From an optimization exercise on the open Yosys and OpenROAD flow, aimed at small area; shortcuts taken in it are not production practice. Function was checked by simulation only, so behaviour that the tests miss may differ from the original. Power is estimated from default activity; no workload was simulated.

### flow/run.sh
#!/bin/bash
# Layout flow: the standard layout (standard.sh: unchanged synthesis,
# floorplan, power grid, placement, routing), with three changes to how the
# layout is made:
# - the port buffers that global placement adds to every input and output
#   are the smallest buffer cell, sky130_fd_sc_hd__buf_1;
# - the buffers synthesis put on high-fanout nets are removed before global
#   placement (pre_gpl.tcl); the resizer's repair_design re-buffers the nets
#   that need it;
# - clock tree synthesis uses sky130_fd_sc_hd__clkbuf_8 with sink clusters
#   of up to 18 flip-flops within 50 um, and inserts no dummy loads.
# The make output goes to standard.log; each ORFS step logs under orfs/logs.
here=$(cd "$(dirname "$0")" && pwd)
export BUFFER_PORTS_ARGS="-buffer_cell sky130_fd_sc_hd__buf_1"
export PRE_GLOBAL_PLACE_TCL="$here/pre_gpl.tcl"
export CTS_ARGS="-sink_clustering_enable -repair_clock_nets -dont_use_dummy_load -buf_list sky130_fd_sc_hd__clkbuf_8 -sink_clustering_size 18 -sink_clustering_max_diameter 50"
bash standard.sh > standard.log 2>&1
### flow/pre_gpl.tcl
# Sourced by ORFS before global placement (PRE_GLOBAL_PLACE_TCL).
remove_buffers
### standard.sh
#!/bin/bash
# synth_recipe.tcl (not shown) runs the flow's synth.tcl, then flattens the netlist and writes it again
# the make line also repeats each setting of config.mk as NAME=value (left out here)
make -C /OpenROAD-flow-scripts/flow DESIGN_CONFIG=/design/flow/config.mk WORK_HOME=/design/flow/orfs CLKGATE_MAP_FILE= SYNTH_SCRIPT=/design/flow/synth_recipe.tcl "${@:-finish}"
### config.mk
export PLATFORM = sky130hd
export DESIGN_NAME = raster2d
export DESIGN_NICKNAME = raster2d
export VERILOG_FILES = /design/flow/design.v
export SDC_FILE = /design/flow/constraint.sdc
export NUM_CORES = 4
export LEC_CHECK = 0
export CAP_MARGIN = 10
export CORE_MARGIN = 2
export CORE_UTILIZATION = 70
export GPL_TIMING_DRIVEN = 0
export SLEW_MARGIN = 0
### constraint.sdc
create_clock -name core_clock -period 20.0 [get_ports {clk}]
set_input_delay 4.0000 -clock core_clock [delete_from_list [all_inputs] [get_ports {clk}]]
set_output_delay 4.0000 -clock core_clock [all_outputs]
set_load 0.01 [all_outputs]
### design.v
module raster2d (
    input  wire        clk,
    input  wire        rst,
    input  wire        host_valid,
    output wire        host_ready,
    input  wire [4:0]  host_slot,
    input  wire [3:0]  host_be,
    input  wire [31:0] host_data,
    input  wire [15:0] cfg_base,
    input  wire [15:0] cfg_pitch,
    output wire        mem_req,
    output wire        mem_we,
    output wire [15:0] mem_addr,
    output wire [7:0]  mem_wdata,
    input  wire        mem_ready,
    input  wire [7:0]  mem_rdata,
    output wire        idle
);
    localparam S_IDLE = 5'd0;
    localparam S_MUL  = 5'd1;    
    localparam S_ADDB = 5'd2;    
    localparam S_ADDX = 5'd3;    
    localparam S_BIAS = 5'd4;    
    localparam S_CPY  = 5'd5;    
    localparam S_J0   = 5'd6;    
    localparam S_I0   = 5'd7;    
    localparam S_C1   = 5'd8;    
    localparam S_C3   = 5'd10;   
    localparam S_RS   = 5'd12;   
    localparam S_RDC  = 5'd13;   
    localparam S_RD   = 5'd14;   
    localparam S_WR   = 5'd15;   
    localparam S_XST  = 5'd16;   
    localparam S_INC  = 5'd17;   
    localparam S_E1   = 5'd18;   
    localparam S_E2   = 5'd19;   
    localparam S_XS   = 5'd20;   
    localparam S_DXS  = 5'd21;   
    localparam S_YS   = 5'd22;   
    localparam S_DYS  = 5'd23;   
    localparam S_XR   = 5'd24;   
    localparam S_RCY  = 5'd25;   
    localparam S_RDY  = 5'd26;   
    localparam S_RDR  = 5'd27;   
    localparam S_RSR  = 5'd28;   
    localparam S_RSW  = 5'd29;   
    localparam S_RJ   = 5'd30;   
    reg [4:0] state;
    reg [15:0] cur_x, cur_y, dest_x, dest_y, err_term, maj_cnt;
    reg        c_ypos, c_ymaj, c_xpos, c_radial;         
    reg [7:0]  bkgd_color, frgd_color, wrt_mask, rd_mask, color_cmp;
    reg [5:0]  bkgd_mix, frgd_mix;                       
    reg [11:0] rg0, rg1, rg2, rg3, rg4;
    reg [2:0]  ph;
    reg        clr;          
    reg        mix3;                                     
    reg        cmp_en, cmp_ne;
    reg [7:0]  mf_latch;
    reg [1:0]  ctype;        
    reg        tsel;         
    reg [3:0]  kcnt;
    reg [15:0] dr, sr;       
    reg [15:0] pi;           
    reg [11:0] pj;           
    reg [1:0]  eh;           
    reg        gef;          
    reg        clipf;
    reg [7:0]  sv;
    wire is_line = (ctype == 2'd0);
    wire is_bp   = ctype[1];
    wire is_patf = (ctype == 2'd3);
    wire nx      = ~c_xpos;
    wire   mfring     = host_slot == 5'd15 && host_be[1] && host_data[15:12] < 4'd5;
    assign host_ready = (state == S_IDLE) && !clr && !(mfring && host_data[14:12] != ph);
    assign idle       = (state == S_IDLE);
    wire   acc        = host_valid && host_ready;
    wire [2:0] dir = {c_ypos, c_ymaj, c_xpos};
    reg x_en, x_neg, y_en, y_neg;
    always @(*) begin
        if (c_radial) begin
            x_en  = (dir != 3'd2) && (dir != 3'd6);
            x_neg = (dir == 3'd3) || (dir == 3'd4) || (dir == 3'd5);
            y_en  = (dir != 3'd0) && (dir != 3'd4);
            y_neg = (dir == 3'd1) || (dir == 3'd2) || (dir == 3'd3);
        end else begin
            x_en  = !c_ymaj || gef;
            y_en  =  c_ymaj || gef;
            x_neg = !c_xpos;
            y_neg = !c_ypos;
        end
    end
    wire        use_d = (state != S_RCY) && (is_bp ^ (tsel || state == S_E1));
    wire [15:0] xq    = use_d ? dest_x : cur_x;
    wire [15:0] yq    = use_d ? dest_y : cur_y;
    wire [2:0]  j3    = pj[2:0] + rg0[2:0];
    wire        wrap  = c_ypos ? (j3 == 3'd7) : (j3 == 3'd0);
    wire [2:0]  i3    = pi[2:0] + maj_cnt[2:0];
    wire [2:0]  off3  = (i3 ^ {3{nx}}) + {2'b00, nx};
    wire        offs  = nx && !is_line;
    wire        cge   = !ph[2] && ph[1:0] != 2'd3;      
    reg  [15:0] a, b;
    reg         inv, cin;
    always @(*) begin
        a = 16'd0; b = 16'd0; inv = 1'b0; cin = 1'b0;
        case (state)
            S_IDLE: b = host_data[15:0];
            S_MUL:  begin
                a = (kcnt == 4'd15) ? 16'd0 : {dr[14:0], 1'b0};
                b = yq[kcnt] ? cfg_pitch : 16'd0;
            end
            S_ADDB: begin a = dr; b = cfg_base; end
            S_ADDX: begin a = dr; b = xq; end
            S_BIAS: begin a = dr; b = maj_cnt; inv = nx; cin = nx; end
            S_CPY:  a = dr;
            S_J0:   begin b = {4'd0, rg0}; inv = 1'b1; cin = 1'b1; end
            S_I0:   begin b = maj_cnt; inv = 1'b1; cin = !is_line; end
            S_C1:   begin a = ph[0] ? yq : xq; b = {4'd0, rg0}; inv = 1'b1; cin = cge; end
            S_RS:   begin
                a = sr;
                if (is_patf) b = {13'd0, off3};
                else begin b = pi; inv = nx; cin = nx; end
            end
            S_RDC, S_RD, S_WR: begin
                a = dr; b = is_line ? 16'd0 : pi; inv = offs; cin = offs;
            end
            S_XST:  begin a = xq; inv = nx; cin = c_xpos; end
            S_INC:  begin a = pi; cin = 1'b1; end
            S_E1:   begin a = err_term; b = yq; end
            S_E2:   begin a = err_term; b = maj_cnt; inv = 1'b1; cin = 1'b1; end
            S_XS:   begin a = xq; inv = x_en && x_neg; cin = x_en && !x_neg; end
            S_DXS:  begin a = dr;    inv = x_en && x_neg; cin = x_en && !x_neg; end
            S_YS:   begin a = yq; inv = y_en && y_neg; cin = y_en && !y_neg; end
            S_DYS:  begin
                a = dr; b = y_en ? cfg_pitch : 16'd0;
                inv = y_en && y_neg; cin = y_en && y_neg;
            end
            S_XR:   begin a = xq; b = maj_cnt; inv = c_xpos; cin = c_xpos; end
            S_RCY:  begin a = yq;  inv = !c_ypos; cin = c_ypos; end
            S_RDY:  begin a = yq; inv = !c_ypos; cin = c_ypos; end
            S_RDR:  begin a = dr; b = cfg_pitch; inv = !c_ypos; cin = !c_ypos; end
            S_RSR:  begin a = sr; b = cfg_pitch; inv = !c_ypos; cin = !c_ypos; end
            S_RSW:  begin
                a = sr; b = wrap ? {cfg_pitch[12:0], 3'b000} : 16'd0;
                inv = wrap && c_ypos; cin = wrap && c_ypos;
            end
            S_RJ:   begin a = {4'hF, pj}; cin = 1'b1; end
            default: ;
        endcase
    end
    wire [16:0] zs   = {1'b0, a} + {1'b0, b ^ {16{inv}}} + {16'd0, cin};
    wire [15:0] z    = zs[15:0];
    wire        cout = zs[16];
    wire [15:0] zr   = z & {16{~rst}};
    wire        ge    = eh[0] || (eh == 2'b00 && cout);
    wire [7:0] svv = is_bp ? sv : mem_rdata;
    wire [7:0] dv  = mem_rdata;
    wire       fg  = !mix3 || ((svv & rd_mask) != 8'd0);
    wire [5:0] mix = fg ? frgd_mix : bkgd_mix;
    wire [7:0] s_val = mix[5] ? svv : (mix[4] ? frgd_color : bkgd_color);
    reg  [3:0] tt;    
    always @(*) begin
        case (mix[3:0])
            4'd0:  tt = 4'b0101;    
            4'd1:  tt = 4'b0000;
            4'd2:  tt = 4'b1111;
            4'd3:  tt = 4'b1010;    
            4'd4:  tt = 4'b0011;    
            4'd5:  tt = 4'b0110;    
            4'd6:  tt = 4'b1001;
            4'd7:  tt = 4'b1100;    
            4'd8:  tt = 4'b0111;    
            4'd9:  tt = 4'b1011;    
            4'd10: tt = 4'b1101;    
            4'd11: tt = 4'b1110;    
            4'd12: tt = 4'b1000;    
            4'd13: tt = 4'b0100;    
            4'd14: tt = 4'b0010;    
            default: tt = 4'b0001;  
        endcase
    end
    reg [7:0] ropv;
    integer n;
    always @(*) begin
        for (n = 0; n < 8; n = n + 1)
            ropv[n] = tt[{s_val[n], dv[n]}];
    end
    wire [7:0] vv    = (ropv & wrt_mask) | (dv & ~wrt_mask);
    wire       cmpeq = ((s_val ^ color_cmp) & rd_mask) == 8'd0;
    wire       skip  = cmp_en && (cmpeq ^ cmp_ne);
    wire       do_wr = clipf && !skip;
    assign mem_req   = (state == S_RS) || (state == S_RDC) || (state == S_RD) ||
                       ((state == S_WR) && do_wr);
    assign mem_we    = (state == S_WR);
    assign mem_addr  = z;
    assign mem_wdata = vv;
    wire [4:0]  hs   = host_slot;
    wire [3:0]  be   = host_be;
    wire [31:0] hd   = host_data;
    wire [15:0] hdm  = hd[15:0] & {16{~rst}};
    wire [7:0]  mflo = be[0] ? hd[7:0] : mf_latch;
    wire [11:0] mfv  = {hd[11:8], mflo};
    wire [11:0] mfvm = mfv & {12{~rst}};
    wire        l0   = acc && be[0];
    wire        l1   = acc && be[1];
    wire        mfc  = l1 && hs == 5'd15;
    wire [2:0]  ntype = hd[15:13];
    wire        go    = l1 && hs == 5'd6 && !hd[8] && maj_cnt != 16'd0 &&
                        (ntype == 3'd1 || ntype == 3'd2 || ntype == 3'd6 || ntype == 3'd7);
    always @(posedge clk) begin
        if (rst || (l0 && hs == 5'd5)) maj_cnt[7:0]  <= hdm[7:0];
        if (rst || (l1 && hs == 5'd5)) maj_cnt[15:8] <= hdm[15:8];
        if (rst || (l0 && hs == 5'd6)) begin
            c_ypos <= hdm[7]; c_ymaj <= hdm[6]; c_xpos <= hdm[5]; c_radial <= hdm[3];
        end
        if (rst || (l0 && hs == 5'd8))  bkgd_color <= hdm[7:0];
        if (rst || (l0 && hs == 5'd9))  frgd_color <= hdm[7:0];
        if (rst || (l0 && hs == 5'd10)) wrt_mask   <= hdm[7:0];
        if (rst || (l0 && hs == 5'd11)) rd_mask    <= hdm[7:0];
        if (rst || (l0 && hs == 5'd12)) color_cmp  <= hdm[7:0];
        if (rst || (l0 && hs == 5'd13)) bkgd_mix   <= {hdm[6:5], hdm[3:0]};
        if (rst || (l0 && hs == 5'd14)) frgd_mix   <= {hdm[6:5], hdm[3:0]};
        if (rst || (l0 && hs == 5'd15)) mf_latch   <= hdm[7:0];
        if (rst || (mfc && hd[15:12] == 4'hA)) mix3      <= mfvm[7] & mfvm[6];
        if (rst || (mfc && hd[15:12] == 4'hE)) begin cmp_en <= mfvm[8]; cmp_ne <= mfvm[7]; end
    end
    wire wx  = (state == S_XST || state == S_XR);
    wire ex  = (state == S_XS) || (wx && !is_bp);
    wire edx = wx && is_bp;
    wire ey  = (state == S_YS || state == S_RCY);
    wire edy = (state == S_RDY);
    wire ee  = (state == S_E1 || (state == S_E2 && ge));
    always @(posedge clk) begin
        if (rst || (l0 && hs == 5'd0) || ex)  cur_x[7:0]     <= zr[7:0];
        if (rst || (l1 && hs == 5'd0) || ex)  cur_x[15:8]    <= zr[15:8];
        if (rst || (l0 && hs == 5'd1) || ey)  cur_y[7:0]     <= zr[7:0];
        if (rst || (l1 && hs == 5'd1) || ey)  cur_y[15:8]    <= zr[15:8];
        if (rst || (l0 && hs == 5'd2) || edx) dest_x[7:0]    <= zr[7:0];
        if (rst || (l1 && hs == 5'd2) || edx) dest_x[15:8]   <= zr[15:8];
        if (rst || (l0 && hs == 5'd3) || edy) dest_y[7:0]    <= zr[7:0];
        if (rst || (l1 && hs == 5'd3) || edy) dest_y[15:8]   <= zr[15:8];
        if (rst || (l0 && hs == 5'd4) || ee)  err_term[7:0]  <= zr[7:0];
        if (rst || (l1 && hs == 5'd4) || ee)  err_term[15:8] <= zr[15:8];
    end
    always @(posedge clk) begin
        case (state)
            S_MUL, S_ADDB, S_ADDX, S_BIAS, S_DXS, S_DYS, S_RDR: dr <= z;
            S_CPY, S_RSR: sr <= z;
            S_RSW: if (ph == 3'd0) sr <= z;
            default: ;
        endcase
        if (state == S_I0 || state == S_INC) pi <= z;
        if (state == S_J0 || state == S_RJ) pj <= z[11:0];
        if (state == S_RDC) sv <= mem_rdata;
        if (state == S_C1) clipf <= (clipf || ph == 3'd1) && !(cout ^ cge);
        if (state == S_E2) gef <= ge;
        if (acc) eh <= {err_term[15], 1'b0};
        if (state == S_E1) begin
            if (eh != 2'b11) begin
                case ({eh[1], cout, dest_y[15]})
                    3'b000: eh <= 2'b00;
                    3'b001: eh <= 2'b10;
                    3'b010: eh <= 2'b01;
                    3'b011: eh <= 2'b00;
                    3'b110: eh <= 2'b00;
                    default: eh <= 2'b10;
                endcase
            end
        end
        if (state == S_E2 && eh == 2'b01) eh <= cout ? 2'b11 : 2'b00;
    end
    always @(posedge clk) begin
        rg0 <= rg1; rg1 <= rg2; rg2 <= rg3; rg3 <= rg4;
        rg4 <= (mfc && mfring) ? mfv : clr ? 12'd0 : rg0;
        if (rst) begin
            ph  <= 3'd0;
            clr <= 1'b1;
        end else begin
            ph  <= (ph == 3'd4) ? 3'd0 : ph + 3'd1;
            if (ph == 3'd4) clr <= 1'b0;
        end
    end
    always @(posedge clk) begin
        if (rst) kcnt <= 4'd15;
        else if (state == S_MUL) kcnt <= kcnt - 4'd1;
    end
    always @(posedge clk) begin
        if (rst) begin
            state <= S_IDLE;
        end else begin
            case (state)
                S_IDLE: if (go) begin
                    state <= S_MUL;
                    tsel  <= hd[15];                  
                    ctype <= (hd[15:13] == 3'd1) ? 2'd0 : (hd[15:13] == 3'd2) ? 2'd1 :
                             hd[14:13];
                end
                S_MUL:  if (kcnt == 4'd0) state <= S_ADDB;
                S_ADDB: state <= S_ADDX;
                S_ADDX: state <= is_line ? S_I0 : (tsel && is_patf) ? S_CPY : S_BIAS;
                S_BIAS: state <= tsel ? S_CPY : S_J0;
                S_CPY:  begin tsel <= 1'b0; state <= S_MUL; end
                S_J0:   if (ph == 3'd0) state <= (z[11:0] == 12'd0) ? S_IDLE : S_I0;
                S_I0:   state <= S_C3;
                S_C3:   if (ph == 3'd0) state <= S_C1;    
                S_C1:   if (ph == 3'd4) state <= is_bp ? S_RS : S_RD;
                S_RS:   if (mem_ready) state <= S_RDC;
                S_RDC:  state <= mem_ready ? S_WR : S_RD;
                S_RD:   if (mem_ready) state <= S_WR;
                S_WR:   if (!mem_ready) state <= S_RD;
                        else if (!is_line) state <= S_XST;
                        else state <= c_radial ? S_XS : S_E1;
                S_XST:  state <= S_INC;
                S_E1:   state <= S_E2;
                S_E2:   state <= S_XS;
                S_XS:   state <= S_DXS;
                S_DXS:  state <= S_YS;
                S_YS:   state <= S_DYS;
                S_DYS:  state <= S_INC;
                S_INC:  if (cout) state <= is_line ? S_IDLE : S_XR;
                        else state <= S_C3;
                S_XR:   state <= S_RCY;
                S_RCY:  state <= is_bp ? S_RDY : S_RDR;
                S_RDY:  state <= S_RDR;
                S_RDR:  state <= is_bp ? S_RSR : S_RJ;
                S_RSR:  state <= is_patf ? S_RSW : S_RJ;
                S_RSW:  if (ph == 3'd0) state <= S_RJ;
                S_RJ:   state <= cout ? S_IDLE : S_I0;
                default: state <= S_IDLE;
            endcase
        end
    end
endmodule
==> load_flow_metrics.sql, run 1 <==
INSERT INTO impl_metrics (metric_group, metric, value, unit) VALUES
('grt', 'grt_antenna_before_repair', '0', ''),
('timing', 'report.final.hold_viol_count', '0', ''),
('layout', 'instances_no_fill', '1608', ''),
('route', 'final_antenna_net_count', '0', ''),
('layout', 'layout-drive-gt1-share', '7.73', '%'),
('setup_path', 'crit_path_cell_trace', 'inv_2 > nor2_1 > a21oi_2 > xnor2_1 > nand2_2 > mux2i_1 > mux4_2 > mux4_2 > o21ai_4 > a21oi_2 > xnor2_2 > fa_1 > inv_1 > fa_1 > a21o_1 > a21oi_1 > o21bai_1 > a2111oi_0 > o31ai_1 > o311ai_0 > nand2_1 > a21oi_1 > xnor2_1 > buf_1', ''),
('clock_network', 'clock_tree.root_cell', 'clkbuf_8', ''),
('clock_network', 'clk_pin_slew', '0.10', 'ns'),
('pwr', 'internal_power', '1.02', 'mW'),
('flow_run', 'cap_viol_max_count', '0', ''),
('route', 'initialDrtViolationCount', '1765', ''),
('setup_path', 'required_arrival_time_at_the_worst_endpoint', '16.00', 'ns'),
('clock_network', 'tritoncts', 'built', ''),
('timing', 'fmax', '73.1', 'MHz'),
('timing', 'finalWorstSetupSlack', '6.31', 'ns'),
('grt', 'global_route.usage.total', '38.6', '%'),
('timing', 'slew_viol_final', '0', ''),
('floorplan', 'die_h', '150', 'um'),
('clock_network', 'max-clock-path-buffers', '3', ''),
('pwr', 'swShare', '31.0', '%'),
('route', 'remaining_drcs', '0', ''),
('timing', 'finalSetupViolations', '0', ''),
('setup_path', 'crit_arrival', '9.69', 'ns'),
('setup_path', 'critical_path.max_fanout', '35', ''),
('timing', 'period_minus_slack', '13.69', 'ns'),
('floorplan', 'die_w', '150', 'um'),
('pwr', 'power.ir.vdd_worst', '0.106', 'mV'),
('synth', 'synth_fp_nets', '1361', ''),
('synth', 'area_of_the_mapped_netlist', '14900', 'um^2'),
('clock_network', 'clkSinkCount', '311', ''),
('layout', 'synthToLayoutAreaGrowth', '7.60', '%'),
('placed_design', 'place_hpwl', '30400', 'um'),
('run_status', 'run_status', 'no timing/DRC/antenna violations', ''),
('floorplan', 'boundaryPins', '113', ''),
('timing', 'worst_clock_skew', '0.0503', 'ns'),
('grt', 'grt_start_max_net_pins', '39', ''),
('synth', 'ys.warnings.count', '1', ''),
('layout', 'final_net_count', '1448', ''),
('grt', 'first_global_vias', '11200', ''),
('route', 'drt_pass1_iterations', '7', ''),
('placed_design', 'pre_cts_ws', '7.15', 'ns'),
('clock_network', 'htree_levels', '1', ''),
('timing', 'max-slew-margin-rel', '12.6', '%'),
('clock_network', 'worst_skew_pair.late_latency', '0.60', 'ns'),
('floorplan', 'core-area', '21000', 'um^2'),
('synth', 'postSynth.topFlopCell', 'edfxtp_1', ''),
('synth', 'asyncSetResetFlopFracSynth', '0', '%'),
('timing', 'whs', '0.327', 'ns'),
('synth', 'syn-mean-instance-area', '12.0', 'um^2'),
('setup_path', 'critical-path-slowest-cell', 'dfxtp_1', ''),
('route', 'viasPerCell', '7.13', ''),
('pwr', 'combinationalPowerShare', '23.5', '%'),
('clock_network', 'cts_setup_buffers', '0', ''),
('clock_network', 'cts_hold_fix_bufs', '0', ''),
('synth', 'cell_count_after_synthesis', '1248', ''),
('timing', 'unrepaired_setup_endpoints_after_global_routing', 'false', ''),
('route', 'avgRoutedWirePerCell', '26.5', 'um'),
('setup_path', 'cp-end-kind', 'output port', ''),
('clock_network', 'cts_made_buffers', '27', ''),
('timing', 'timing_worst_slew_pin_value', '1.31', 'ns'),
('hold_path', 'hp-class', 'reg -> reg', ''),
('clock_network', 'cts_repair_resize_count', '0', ''),
('route', 'total_via_count_after_detailed_routing', '11500', ''),
('floorplan', 'initial_core_util', '71.2', '%'),
('layout', 'mostFrequentLayoutCell', 'edfxtp_1', ''),
('floorplan', 'design.die.area', '22500', 'um^2'),
('route', 'routed_wl', '42600', 'um'),
('synth', 'synth_enable_flop_cells', '236', ''),
('pwr', 'switching_pwr', '0.457', 'mW'),
('setup_path', 'startpoint_type', 'flip-flop', ''),
('setup_path', 'critical-path-max-stage-delay', '1.19', 'ns');
==> power groups by stage <==
stage / Combinational (mW) / Clock (mW) / Sequential (mW)
after floorplan: 0.234 / 0 / 0.809
after global placement: 0.318 / 0 / 0.825
after detailed placement: 0.335 / 0 / 0.829
after CTS: 0.337 / 0.314 / 0.814
after global routing: 0.372 / 0.335 / 0.821
final: 0.346 / 0.314 / 0.815
==> cells in the mapped netlist (9+ instances only) <==
cell type  instances  share of area [%]
a221oi_1          26                1.5
a21oi_2           11               0.65
nand2b_1          16               0.67
a222oi_1          15                1.0
xor2_1            19                1.1
a22o_1            26                1.5
a21oi_1           57                1.9
nor2b_1           20               0.84
ha_1              24                2.0
o21ai_0           75                2.5
clkbuf_1          45                1.1
nand2_1           92                2.3
nand3_1           15               0.50
nand3b_1          16               0.80
nor3_1            11               0.37
a22oi_1           13               0.65
xnor2_1           38                2.2
and2_1            15               0.63
o31ai_1            9               0.45
a221o_1           18                1.2
mux2i_1           83                5.6
o221ai_1          33                1.9
a31oi_1            9               0.38
nor2_1            79                2.0
edfxtp_1         236                 47
dfxtp_1           75                 10
inv_1             36               0.91
nor4_1            12               0.50
==> critical path, delay by kind of cell, from the launching register on <==
family	cells	cell delay [ns]
AOI/OAI and AO/OA	10	3.18
xor gates and xnor gates	3	0.56
adders and majority gates	2	0.68
buffers and inverters	3	0.66
DFF	1	1.19
muxes	3	1.46
and+or+nand+nor	3	1.29
==> sequential cells by signal, summed over array words and instances, names as in the netlist, 16 cells and up <==
signal / cells
sr: 16
err_term: 16
dest_x: 16
dest_y: 16
dr: 16
cur_y: 16
maj_cnt: 16
cur_x: 16
pi: 16
==> worst paths after layout <==
| kind | cells after the start | end | slack [ns] | start |
|---|---|---|---|---|
| max | 24 | mem_addr[14] | 6.31 | state[4] |
| min | 0 | rg0[2] | 0.33 | rg1[2] |
| max reg2reg | 26 | err_term[2] | 9.26 | state[4] |
| min reg2reg | 0 | rg0[2] | 0.33 | rg1[2] |
==> stage by stage <==
step	instance area, um^2	utilization, %	total power, mW
after floorplan	14900	-	1.04
after global placement	15300	73.2	1.14
after global routing	16100	76.6	1.53
after detailed placement	15600	74.7	1.16
final	16100	76.6	1.47
after CTS	16000	76.4	1.46
==> layout make-up <==
| type | instances | area, um^2 |
|---|---|---|
| clock buffers | 27 | 372 |
| fillers | 1417 | 4900 |
| inverters | 39 | 146 |
| multi-input cells | 836 | 6000 |
| flip-flops and latches | 311 | 8590 |
| well taps | 275 | 344 |
| repair buffers | 120 | 606 |
==> per-layer routing <==
layer,track usage [%],wire length [um]
met1,54.5,16600
met2,59.1,19300
met3,8.54,5160
met4,14.9,1640
met5,0,0
==> kinds of logic after synthesis <==
group,after synthesis,synth area share [%]
and+or+nand+nor,313,10.4
xor gates and xnor gates,58,3.45
DFF,311,57.6
AOI/OAI and AO/OA,347,16.8
adders and majority gates,29,2.62
muxes,89,6.41
buffers and inverters,101,2.80
==> run 2, diff against run 1 <==
--- a/design.v
+++ b/design.v
@@ -58,7 +58,7 @@
     reg [7:0]  mf_latch;
     reg [1:0]  ctype;        
     reg        tsel;         
-    reg [3:0]  kcnt;
+    reg [2:0]  kcnt;
     reg [15:0] dr, sr;       
     reg [15:0] pi;           
     reg [11:0] pj;           
@@ -97,6 +97,13 @@
     wire [2:0]  i3    = pi[2:0] + maj_cnt[2:0];
     wire [2:0]  off3  = (i3 ^ {3{nx}}) + {2'b00, nx};
     wire        offs  = nx && !is_line;
+    wire [7:0]  y_od  = {yq[15], yq[13], yq[11], yq[9], yq[7], yq[5], yq[3], yq[1]};
+    wire [7:0]  y_ev  = {yq[14], yq[12], yq[10], yq[8], yq[6], yq[4], yq[2], yq[0]};
+    wire [7:0]  y_pr  = {y_od[6:0], 1'b0};
+    wire        bh    = y_od[kcnt], bm = y_ev[kcnt], bl = y_pr[kcnt];
+    wire        bd_two = (bh && !bm && !bl) || (!bh && bm && bl);
+    wire        bd_one = bm ^ bl;
+    wire        bd_neg = bh && !(bm && bl);
     wire        cge   = !ph[2] && ph[1:0] != 2'd3;      
     reg  [15:0] a, b;
     reg         inv, cin;
@@ -105,8 +112,9 @@
         case (state)
             S_IDLE: b = host_data[15:0];
             S_MUL:  begin
-                a = (kcnt == 4'd15) ? 16'd0 : {dr[14:0], 1'b0};
-                b = yq[kcnt] ? cfg_pitch : 16'd0;
+                a = (kcnt == 3'd7) ? 16'd0 : {dr[13:0], 2'b00};
+                b = bd_two ? {cfg_pitch[14:0], 1'b0} : bd_one ? cfg_pitch : 16'd0;
+                inv = bd_neg; cin = bd_neg;
             end
             S_ADDB: begin a = dr; b = cfg_base; end
             S_ADDX: begin a = dr; b = xq; end
@@ -280,8 +288,8 @@
         end
     end
     always @(posedge clk) begin
-        if (rst) kcnt <= 4'd15;
-        else if (state == S_MUL) kcnt <= kcnt - 4'd1;
+        if (rst) kcnt <= 3'd7;
+        else if (state == S_MUL) kcnt <= kcnt - 3'd1;
     end
     always @(posedge clk) begin
         if (rst) begin
@@ -294,7 +302,7 @@
                     ctype <= (hd[15:13] == 3'd1) ? 2'd0 : (hd[15:13] == 3'd2) ? 2'd1 :
                              hd[14:13];
                 end
-                S_MUL:  if (kcnt == 4'd0) state <= S_ADDB;
+                S_MUL:  if (kcnt == 3'd0) state <= S_ADDB;
                 S_ADDB: state <= S_ADDX;
                 S_ADDX: state <= is_line ? S_I0 : (tsel && is_patf) ? S_CPY : S_BIAS;
                 S_BIAS: state <= tsel ? S_CPY : S_J0;
==> flow/run.sh (replaced) <==
#!/bin/bash
# Layout flow: the standard layout (standard.sh, unchanged synthesis,
# floorplan, power grid, placement, routing), with two changes to how the
# layout is made:
# - the port buffers that global placement adds to every input and output
#   are the smallest buffer cell, sky130_fd_sc_hd__buf_1;
# - clock tree synthesis uses sky130_fd_sc_hd__clkbuf_8 with sink clusters
#   of up to 18 flip-flops within 50 um, and inserts no dummy loads.
# The make output goes to standard.log; each ORFS step logs under orfs/logs.
export BUFFER_PORTS_ARGS="-buffer_cell sky130_fd_sc_hd__buf_1"
export CTS_ARGS="-sink_clustering_enable -repair_clock_nets -dont_use_dummy_load -buf_list sky130_fd_sc_hd__clkbuf_8 -sink_clustering_size 18 -sink_clustering_max_diameter 50"
bash standard.sh > standard.log 2>&1
--- a/config.mk
+++ b/config.mk
@@ -9,4 +9,4 @@
 export CORE_MARGIN = 2
 export CORE_UTILIZATION = 70
 export GPL_TIMING_DRIVEN = 0
-export SLEW_MARGIN = 0
+export SLEW_MARGIN = 10
removed: flow/pre_gpl.tcl
==> load_flow_metrics.sql, run 2 <==
INSERT INTO impl_metrics (metric_group, metric, value, unit) VALUES
('run_status', 'run_status', 'no timing/DRC/antenna violations', ''),
('synth', 'syn-mean-instance-area', '11.6', 'um^2'),
('layout', 'postLayoutCoreUtil', '76.7', '%'),
('setup_path', 'critical-path-slowest-cell', 'a221o_1', ''),
('clock_network', 'cts_repair_resize_count', '0', ''),
('setup_path', 'crit_family', 'compound AO/OA/AOI/OAI gates', ''),
('timing', 'unrepaired_setup_endpoints_after_global_routing', 'false', ''),
('synth', 'postSynth.topFlopCell', 'edfxtp_1', ''),
('timing', 'finalSetupViolations', '0', ''),
('pwr', 'power-per-cell-area', '135', 'nW/um^2'),
('synth', 'area_of_the_mapped_netlist', '15400', 'um^2'),
('synth', 'synth_xor_area_share', '3.40', '%'),
('synth', 'combinational_family_with_the_most_area_after_synthesis', 'compound AO/OA/AOI/OAI gates', ''),
('timing', 'max-slew-margin-rel', '14.6', '%'),
('placed_design', 'finalWeightedCongestion', '1.09', ''),
('setup_path', 'critical_path.max_fanout', '5', ''),
('synth', 'synth_mux_area_share', '6.34', '%'),
('timing', 'sum_of_negative_setup_slack', '0', 'ns'),
('hold_path', 'whs_endpoint', 'rg3[6]', ''),
('timing', 'finalWorstSetupSlack', '7.64', 'ns'),
('timing', 'report.final.hold_viol_count', '0', ''),
('synth', 'synth_fp_nets', '1444', ''),
('synth', 'ys_seq_area_share', '55.6', '%'),
('layout', 'mostFrequentLayoutCell', 'edfxtp_1', ''),
('timing', 'timing_worst_slew_pin_value', '1.28', 'ns'),
('setup_path', 'startpoint_type', 'primary input', ''),
('route', 'routed_wl', '50000', 'um'),
('setup_path', 'cp-end-kind', 'output port', ''),
('placed_design', 'io_buffer_count', '93', ''),
('placed_design', 'pre_cts_ws', '7.73', 'ns'),
('layout', 'layout-drive-gt1-share', '6.77', '%'),
('clock_network', 'max-clock-path-buffers', '3', ''),
('setup_path', 'regToRegEndpoint', 'err_term[14]', ''),
('setup_path', 'cp_num_buf_inv', '3', ''),
('synth', 'ys_top_cells_by_count', 'edfxtp_1 (236), nand2_1 (130), nor2_1 (82)', ''),
('synth', 'synth_most_common_cell', 'edfxtp_1', ''),
('synth', 'number_of_distinct_library_cell_variants_in_the_gate_level_netlist_after_synthesis', '79', ''),
('setup_path', 'crit_type', 'in -> out', ''),
('layout', 'insertedDiodeCount', '0', ''),
('timing', 'slew_viol_final', '0', ''),
('clock_network', 'clk_pin_slew', '0.10', 'ns'),
('grt', 'grt_pass1_wl', '74400', 'um'),
('floorplan', 'design.die.area', '23200', 'um^2'),
('route', 'drt_pass1_iterations', '7', ''),
('hold_path', 'worstHoldPathCells', '0', ''),
('hold_path', 'timing.hold.worst.start', 'rg4[6]', ''),
('synth', 'top_cells_by_area_in_the_synthesized_netlist', 'edfxtp_1 (46%), dfxtp_1 (9.6%), mux2i_1 (4.9%)', ''),
('synth', 'post-synth-top-area-cell', 'edfxtp_1', ''),
('pwr', 'p_leak', '5.91', 'nW'),
('setup_path', 'crit_path_cell_trace', 'buf_1 > a22oi_1 > nand3_1 > a221oi_1 > o221ai_1 > a21oi_1 > xnor2_1 > fa_1 > inv_1 > fa_1 > a21o_1 > a21oi_1 > o21ai_0 > a21oi_1 > o21ai_0 > a221o_1 > a21o_1 > a21oi_1 > xnor2_1 > buf_1', ''),
('timing', 'fmax', '80.9', 'MHz'),
('clock_network', 'tritoncts', 'built', ''),
('grt', 'globalRouteOverflowTotal', '0', ''),
('pwr', 'power.ir.vdd_worst', '0.189', 'mV'),
('clock_network', 'clock_tree.root_cell', 'clkbuf_8', ''),
('clock_network', 'cts_setup_buffers', '0', ''),
('clock_network', 'cts_hold_fix_bufs', '0', ''),
('grt', 'grt_start_max_net_pins', '19', ''),
('layout', 'commonest_cells_after_routing_fill_and_taps_aside', 'edfxtp_1 (236), nand2_1 (130), buf_1 (99), nor2_1 (80), mux2i_1 (75)', ''),
('clock_network', 'htree_levels', '1', ''),
('grt', 'grt_antenna_before_repair', '0', ''),
('setup_path', 'r2r.worst_path.cells', '29', ''),
('timing', 'period_minus_slack', '12.36', 'ns'),
('clock_network', 'worst_skew_pair.late_latency', '0.62', 'ns'),
('floorplan', 'core-area', '21700', 'um^2'),
('floorplan', 'die_w', '152', 'um'),
('setup_path', 'required_arrival_time_at_the_worst_endpoint', '16.00', 'ns'),
('clock_network', 'clkSinkCount', '310', ''),
('synth', 'yosys.area_share.simple', '12.3', '%'),
('synth', 'ys.warnings.count', '1', ''),
('floorplan', 'initial_core_util', '71.0', '%'),
('route', 'total_via_count_after_detailed_routing', '12700', ''),
('setup_path', 'reg2reg_from', 'state[2]', ''),
('setup_path', 'critical-path-max-stage-delay', '0.47', 'ns'),
('layout', 'final_net_count', '1579', ''),
('route', 'initialDrtViolationCount', '2364', ''),
('setup_path', 'crit_arrival', '8.36', 'ns'),
('route', 'remaining_drcs', '0', ''),
('synth', 'cell_count_after_synthesis', '1329', ''),
('synth', 'synth_adder_area_share', '2.63', '%'),
('grt', 'global_route.usage.total', '42.5', '%'),
('layout', 'synthToLayoutAreaGrowth', '8.06', '%'),
('setup_path', 'rrSetupSlack', '11.44', 'ns'),
('synth', 'synth_top_area_share', '46.0', '%'),
('clock_network', 'cts_made_buffers', '28', ''),
('synth', 'synth_compound_gate_area_share', '17.0', '%'),
('grt', 'first_global_vias', '12300', ''),
('timing', 'worst_clock_skew', '0.0697', 'ns'),
('route', 'viasPerCell', '7.30', ''),
('synth', 'synth-seq-cells', '310', ''),
('synth', 'synth_enable_flop_cells', '236', ''),
('setup_path', 'path_common_cell', 'a21oi_1', ''),
('synth', 'asyncSetResetFlopFracSynth', '0', '%'),
('placed_design', 'place_hpwl', '37400', 'um'),
('floorplan', 'die_h', '152', 'um'),
('route', 'final_antenna_net_count', '0', ''),
('hold_path', 'hp-class', 'reg -> reg', ''),
('timing', 'timing.final.crit_share', '61.8', '%'),
('flow_run', 'cap_viol_max_count', '0', ''),
('floorplan', 'boundaryPins', '113', ''),
('floorplan', 'placement_rows', '54', ''),
('route', 'avgRoutedWirePerCell', '28.7', 'um');
==> run 2: worst max-delay path by stage <==
| stage | cells after the start | endpoint | slack (ns) | startpoint |
|---|---|---|---|---|
| global placement | 20 | mem_addr[14] | 7.91 | cfg_base[0] |
| floorplan | 18 | mem_addr[14] | 8.68 | cfg_base[0] |
| finish | 20 | mem_addr[14] | 7.64 | cfg_base[0] |
| global route | 20 | mem_addr[14] | 7.34 | cfg_base[0] |
| CTS | 20 | mem_addr[14] | 7.73 | cfg_base[0] |
| detailed placement | 20 | mem_addr[14] | 7.73 | cfg_base[0] |
==> run 2: worst reg2reg max path: cells and delay by family, from the launching register on <==
family	cells	cell delay, ns
xor gates and xnor gates	1	0.18
AOI/OAI and AO/OA	11	3.35
adders and majority gates	3	0.93
buffers and inverters	5	0.98
muxes	1	0.23
DFF	1	0.39
and+or+nand+nor	8	2.25
==> run 2: layer usage <==
layer	GRT usage [%]	wire, um
met1	59.5	17800
met2	63.0	21600
met3	10.9	8070
met4	19.6	2610
met5	0	0
==> run 2: logic make-up after synthesis <==
logic type | after synthesis
mux | 91
flops | 310
simple gates | 387
xor+xnor | 59
fa+ha+maj | 30
buf+inv | 100
compound gates | 352
==> run 2: per-stage QoR <==
step	instance area, um^2	instances	hold slack [ns]	total power [mW]
2_1_floorplan	15400	1329	0.310	1.58
3_3_place_gp	16100	1702	0.310	1.85
3_5_place_dp	16300	1714	0.312	1.89
4_1_cts	16600	1742	0.295	2.20
5_1_grt	16600	1742	0.299	2.33
6_report	16600	1742	0.296	2.24
==> run 2: report_power, final <==
group	internal, mW	switching (mW)	total, mW	leakage [nW]
logic	0.304	0.634	0.938	2.83
registers	0.926	0.0570	0.983	2.88
clock network	0.124	0.199	0.323	0.201
total	1.35	0.890	2.24	5.91
==> run 2: final cells by class <==
| class | instances | area, um^2 |
|---|---|---|
| well taps | 280 | 350 |
| multi-input cells | 919 | 6430 |
| plain buffers | 71 | 312 |
| fillers | 1381 | 5050 |
| flip-flops and latches | 310 | 8570 |
| inverters | 29 | 109 |
| repair buffers | 105 | 487 |
| clock buffers | 28 | 385 |

static timing again, ports no longer ideal:
In the flow no input, the clock included, has a driving cell. The finished layouts below were timed again as built, in two steps.
Step 1 sets driving cells, clkbuf_16 on the clock port and buf_2 on the other inputs (assumed; they add their load-dependent delay and slew).
Step 2 times the ports against the registers' clock, not the clock port: input delays grow and output delays shrink by t, the midpoint of the rising clock arrivals with the driver on.
Three values: ideal ports, drivers, drivers and shift; two values: the first two.
run	t (ns)	setup slack, ns	worst setup path after step 2
run 1	0.617	6.312 / 6.270 / 6.887	register to output
run 2	0.629	7.644 / 7.609 / 7.609	input to output
After both steps setup and hold are still met in every run listed. The setup slack of run 2, which loses most, moves by -0.035 ns with the drivers and by -0.035 ns with both steps.
